Context: an optimization exercise on an open-source flow, tuned for small area, a short achievable clock period and few clock cycles. The choices shown serve that exercise and are no tape-out recipe. No run shown here included a check of the RTL's function; only the layout flow was run.

==> flow/design.v, too long to show whole: its modules and the start of the top module <==
// module gcx_enc: 1155 lines
module gcx_enc (
    input  wire        clk,
    input  wire        rst,         
    input  wire        in_valid,
    output wire        in_ready,
    input  wire [15:0] in_data,
    input  wire        in_key,
    input  wire        in_last,
    output wire        out_valid,
    input  wire        out_ready,
    output wire [31:0] out_data,
    output wire        out_last,
    output wire        done,
    output wire [31:0] hash,
    output wire [31:0] lcg
);
  // ...
==> flow/run.sh <==
#!/bin/bash
# synth_recipe.tcl (not shown) runs the flow's synth.tcl, then flattens the netlist and writes it again
# the make line also repeats each setting of config.mk as NAME=value (left out here)
make -C /OpenROAD-flow-scripts/flow DESIGN_CONFIG=/design/flow/config.mk WORK_HOME=/design/flow/orfs CLKGATE_MAP_FILE= SYNTH_SCRIPT=/design/flow/synth_recipe.tcl finish
==> flow/config.mk <==
export PLATFORM = sky130hd
export DESIGN_NAME = gcx_enc
export DESIGN_NICKNAME = gcx_enc
export VERILOG_FILES = /design/flow/design.v
export SDC_FILE = /design/flow/constraint.sdc
export NUM_CORES = 4
export LEC_CHECK = 0
export ABC_AREA = 1
export CAP_MARGIN = 50
export CORE_MARGIN = 2
export CORE_UTILIZATION = 40
export SLEW_MARGIN = 60
==> flow/constraint.sdc <==
create_clock -name core_clock -period 36.0 [get_ports {clk}]
set_input_delay 7.2000 -clock core_clock [delete_from_list [all_inputs] [get_ports {clk}]]
set_output_delay 7.2000 -clock core_clock [all_outputs]
set_load 0.01 [all_outputs]
==> impl_results.md, run 1 <==
* # clk buffers at 21
* Post-route insts no fill at 3035
* Via density at 5.13
* Grt peak-use layer: met2
* Area taken by multi-input logic gates at 0.0128 mm2
* Main combinational cell family by area after synthesis: adder cells
* Fillers at 4580
* Clock transition at the registers of the reported paths at 0.06 ns
* Initial DRC count at 1172
* Global-route wire length before repair at 85.3 mm
* ANT nets after route at 0
* Peak Freq at 109 MHz
* Max reg flops at 32
* Finished Core Util at 45.3%
* Worst path max stage delay at 0.58 ns
* Synthesized flop and latch total at 113
* Post-synth top area share at 23.7%
* Min-Delay Path Depth at 0
* Status: timing/DRC/antenna clean
* Seq. cell area at 0.00311 mm2
* Syn-to-layout area delta at 12.3%
* Final setup violating endpoints at 0
* Largest register by flop count: h
* Worst slew pin tran at 0.615 ns
* Clock Skew at 0.00996 ns
* Worst r2r src: h[13]$_DFFE_PP_
* Synthesized area at 0.0182 mm2
* Cells on worst reg2reg path at 23
* Rel. slew slack at 59.0%
* Post-synthesis adder-cell area fraction at 35.9%
* Post-CTS setup repair buffer count at 0
* Height of the die at 217 um
* Flop2flop setup slack at 27.32 ns
* DR vias at 15600
* Crit Path Class: reg -> out
* Async S/R FF share, synth at 0%
* Final GP Congestion at 0.950
* Hold wc startpoint: hfirst$_SDFF_PP1_
* Final Max Slew Viols at 0
* Hold buffers post-CTS at 0
* Critical Path End: out_data[10]
==> run 2: changes to the inputs <==
--- a/flow/design.v
+++ b/flow/design.v
@@ -917,16 +917,28 @@
     wire        beat = adv & inpay & (full | fbyte | (lastin & (L != 3'd0)));
     wire [3:0]  Ln   = beat ? T - {2'd0, c} : T;
     wire        lastn = (fbyte & in_last) | (lastin & ~dn);
     wire        upd   = uv & (~lastin | dn);
     wire        uvn   = fkey | (uv & ~upd);
     wire        uln   = fkey ? in_last : ul;
     wire        npn   = (upd & ul) | (np & ~dn);
     wire        dnn   = (ov & out_ready & olast) | (np & ~dn);
+    wire        w_last = lastin & ~dn;
+    wire        w_uv   = uv & ~upd;
+    wire        w_np   = (upd & ul) | (np & ~dn);
+    wire        w_beat = adv & inpay & (full | (lastin & (L != 3'd0)));
+    wire [2:0]  w_L0   = w_beat ? L - {1'b0, c} : L;           
+    wire        w_room0 = (w_L0 <= 3'd3);
+    wire        w_room1 = adv & inpay & (L <= 3'd2);           
+    wire        r_none = ~((w_uv & ul) | w_np) & (dnn | (w_last ? ~w_uv : w_room0));
+    wire        r_key  = ~w_np & (dnn | (~w_last & w_room0));
+    wire        r_byte = ~((w_uv & ul) | w_np) & (dnn | (w_last ? ~w_uv : w_room1));
+    wire        r_lbyte = ~((w_uv & ul) | w_np) & (dnn | ~w_uv);
+    wire        rdyn = ~fire ? r_none : in_key ? (~in_last & r_key) : (in_last ? r_lbyte : r_byte);
     wire [31:0] hb = h;
     wire hm_0 = ~hb[0] ^ u[0] ^ 1'b1;
     wire hm_1 = (~hb[0] & u[0]) | (~hb[0] & 1'b1) | (u[0] & 1'b1);
     wire hm_2 = hb[0] ^ ~hb[5] ^ u[5];
     wire hm_3 = (hb[0] & ~hb[5]) | (hb[0] & u[5]) | (~hb[5] & u[5]);
     wire hm_4 = hb[1] ^ ~hb[6] ^ u[6];
     wire hm_5 = (hb[1] & ~hb[6]) | (hb[1] & u[6]) | (~hb[6] & u[6]);
     wire hm_6 = hb[2] ^ ~hb[7] ^ u[7];
@@ -1131,17 +1143,17 @@
             hfirst <= (fire & in_last) | (hfirst & ~fkey);
             uv     <= uvn;
             seedp  <= fbyte & ~inpay & ~seedp;
             sbuf   <= beat ? qe[15:2] : qe[21:8];
             L      <= Ln[2:0];
             inpay  <= seedp | (inpay & ~conv);
             lastin <= lastn;
             np     <= npn;
-            rdy    <= ~((uvn & uln) | npn) & (dnn | (lastn ? ~uvn : (Ln <= 4'd3)));
+            rdy    <= rdyn;
             ov     <= beat | (ov & ~out_ready);
             dn     <= dnn;
             conv   <= beat & lastin & ~L[2];
         end
     end
     wire [7:0] oq2 = e2({~oc1, oc1 | oc3, ocs[3:0]});
     wire [7:0] oq1 = e1({ocs[5:2], oc1});
     assign out_data  = {e3({oc3, ocs[1:0]}), oq2[7:3], ob[3:2], oq2[0],
==> run 2 against run 1 <==
Compared with the run above: maximum frequency down 3.0%; sequential cell count unchanged; clock skew down 0.0012 ns; count of clock-buffer cells in the layout down 1; routed wire length down 0.29%; still clean on timing, DRC and antenna; core utilization up 0.59 points; via count down 0.46%; worst setup slack worse by 0.28 ns; cell count down 1.2%.
==> impl_results.md, run 2 <==
* Status: timing/DRC/antenna clean
* Critical Path Source Type: input port
* # IOs at 122
* Post-CTS setup repair buffer count at 0 (unchanged)
* Global-route wire length before repair at 85.9 mm (+0.70%)
* Placeable Area at 0.0444 mm2
* Fin nets at 2808
* CP max-delay cell: clkdlybuf4s50_1
* Unrepaired setup endpoints after global routing: false
* Flop2flop setup slack at 27.31 ns (about the same)
* Crit Path Max Fanout at 17
* Initial Utilization at 40.6%
* Vias in the first global route at 15200
* Most frequent cell after synthesis: inv_1
* Worst Path Arrival at 9.57 ns
* Top post-synthesis cells by area: fa_1, edfxtp_1, ha_1, inv_1, nand2_1
* Registers with the most flip-flops: h x32, u x16, Y x15
* Fin crit share at 26.3%
* Clock transition at the registers of the reported paths at 0.06 ns (about the same)
* Critical Path End: Y[7]$_DFFE_PP_
* Cells on worst reg2reg path at 23 (unchanged)
* Final Max Slew Viols at 0 (unchanged)
* Average wire per standard cell at 18.2 um
* Worst min-delay path class: reg -> reg
* Worst r2r src: h[13]$_DFFE_PP_
* EDFF count, synth at 86
* Post-synth top area share at 23.9% (+0.18 points)
* Max-cap violations at 0
* Number of synthesis warnings at 1
* Largest register by flop count: h
* Pre-antenna DRT Iters at 5
* Peak Freq at 105 MHz (-3.0%)
* Leading area contributor after synthesis: fa_1
* Crit Path Class: in -> reg
* Initial DRC count at 1211 (+3.3%)
* Crit path buf inv count at 5
* Tot GR Track Use at 23.7%
* Most frequent cells in the layout: inv_1, nand2_1, fa_1, ha_1, o21ai_0
* Seq. cell area at 0.00312 mm2 (+0.36%)
* Grt total ovfl at 0
* Clock Skew at 0.00879 ns (-0.00117 ns)
* Initial antenna violation count at 0
* Part of the Yosys area used for sequential elements at 17.3%
* Fillers at 4359 (-4.8%)
* Family with the most delay on the worst path: simple AND/OR/NAND/NOR gates
* Synthesized area at 0.0180 mm2 (-0.77%)
* Post-synth top cells: inv_1, nand2_1, fa_1
* Final WL at 54.6 mm
* Layout cells sized above 1 at 5.23%
* Number of I/O port buffers at 112
* Max reg flops at 32 (unchanged)
* Max Root-Sink Buffers at 2
* Total CTS buffers at 17
* H-tree levels at 4
* Syn_area_per_cell at 7.82 um2
* Row count at 77
* ANT nets after route at 0 (unchanged)
* Async S/R FF share, synth at 0% (unchanged)
* Worst path max stage delay at 0.48 ns (-0.10 ns)
* CTS tree: done
* Levels on crit path at 11
* Worst skew pair latency at 0.44 ns
* Most common cell after layout, fill and taps aside: inv_1
* DR vias at 15500 (-0.46%)
* Post-DP HPWL at 46.2 mm
* Area taken by multi-input logic gates at 0.0127 mm2 (-1.3%)
* Worst slew pin tran at 0.596 ns (-0.0195 ns)
* Syn-to-layout area delta at 12.9%
* CTS resizes at 0
* R2r endpoint: Y[13]$_DFFE_PP_
* Min Tclk post-route at 9.49 ns
* Hold buffers post-CTS at 0 (unchanged)
* Cell count after synthesis at 2308
* Final TNS setup at 0 ns
* Cell variety after synth at 58
* Ant diodes at 0
* Root Driver: clkbuf_16
* Final setup violating endpoints at 0 (unchanged)
* Rel. slew slack at 60.3% (+1.3 points)
* Die Area at 0.0468 mm2
* Final hold slack at 0.436 ns
* TritonCTS Sinks at 113
* Main synth FF type: edfxtp_1
* Final GP Congestion at 0.963 (+1.4%)
* Die Width at 216 um
* Final-report hold violation count at 0
* Height of the die at 216 um (-0.38%)
* Worst-path cell chain: clkdlybuf4s50_1, inv_1, nand2_2, nand2_1, inv_1, o211ai_1, nand2_1, inv_2, nor2_2, inv_2, nand2_2
* DRC violations left at 0
* Via density at 5.17 (+0.74%)
* CP startpoint: out_ready
* Worst Setup End Kind: register
* Synthesized flop and latch total at 113 (unchanged)
* Worst Path Required at 36.09 ns
* Largest net degree at the start of global routing at 28
-- run 2: cells by family after synthesis --
| logic type | count (synthesis) | share of synthesized area (%) |
|---|---|---|
| AND/OR/NAND/NOR | 721 | 16.7 |
| buffers and inverters | 581 | 12.8 |
| AO/OA/AOI/OAI | 431 | 13.6 |
| adder cells (fa/ha/maj) | 392 | 36.1 |
| flip-flops | 113 | 17.3 |
| XOR/XNOR | 66 | 3.24 |
| other | 2 | 0.0416 |
| multiplexers | 2 | 0.111 |
-- run 2: through the flow --
stage          setup slack [ns]  std cells  utilization [%]  cell area [um2]
4_1_cts                   26.30       2996             45.8            20400
6_report                  26.51       2999             45.9            20400
5_1_grt                   26.29       2999             45.9            20400
2_1_floorplan             26.63       2315                -            18100
3_3_place_gp              25.69       2954             44.1            19600
3_5_place_dp              25.84       2964             44.4            19700
-- run 2: area by class of cell --
class	instances	area share [%]
Sequential cell	113	15.3
Multi-Input combinational cell	1621	62.2
Clock inverter	12	1.00
Tap cell	592	3.63
Inverter	508	9.37
Timing Repair Buffer	133	6.29
Clock buffer	20	2.19
-- run 2: worst min path at each step --
stage / startpoint / end / slack [ns] / cells past startpoint
after floorplan: hfirst$_SDFF_PP1_ / uf$_DFFE_PP_ / 0.41 / 0
final: hfirst$_SDFF_PP1_ / uf$_DFFE_PP_ / 0.44 / 0
after global placement: hfirst$_SDFF_PP1_ / uf$_DFFE_PP_ / 0.42 / 0
after CTS: hfirst$_SDFF_PP1_ / uf$_DFFE_PP_ / 0.44 / 0
after detailed placement: hfirst$_SDFF_PP1_ / uf$_DFFE_PP_ / 0.43 / 0
after global routing: hfirst$_SDFF_PP1_ / uf$_DFFE_PP_ / 0.44 / 0
-- run 2: routing by layer --
metal / up-vias / part of all wire, % / track usage (%)
met5: - / 0 / 0
met1: 7497 / 44 / 31.4
li1: 7452 / - / -
met4: 0 / 3.0 / 8.04
met2: 475 / 49 / 40.4
met3: 85 / 4.4 / 2.55

-- afterwards: timing with drivers on the ports --
In the flow no input, the clock included, has a driving cell. The finished layouts below were timed again as built, in two steps. Step 1 (the two cells are an assumption about what drives the block):
set clk [get_ports {clk}]
set_driving_cell -lib_cell sky130_fd_sc_hd__clkbuf_16 $clk
set_driving_cell -lib_cell sky130_fd_sc_hd__buf_2 [delete_from_list [all_inputs] $clk]
Step 2 times the ports against the registers' clock, not the clock port: input delays grow and output delays shrink by t, the midpoint of the rising clock arrivals with the driver on. a / b / c = no drivers / after step 1 / after step 2; a / b = the first two.
run | t, ns | slack for setup (ns) | latest minus earliest clock arrival (ns) | worst register clock-pin slew, ns
run 1 | 0.487 | 26.797 / 26.746 / 26.370 | 0.010 / 0.010 | 0.06 / 0.06
run 2 | 0.485 | 26.515 / 26.530 / 26.045 | 0.009 / 0.009 | 0.06 / 0.06
After both steps every run listed still meets setup and hold. The setup slack of run 2, which loses most, moves by +0.015 ns with the drivers and by -0.470 ns with both steps.
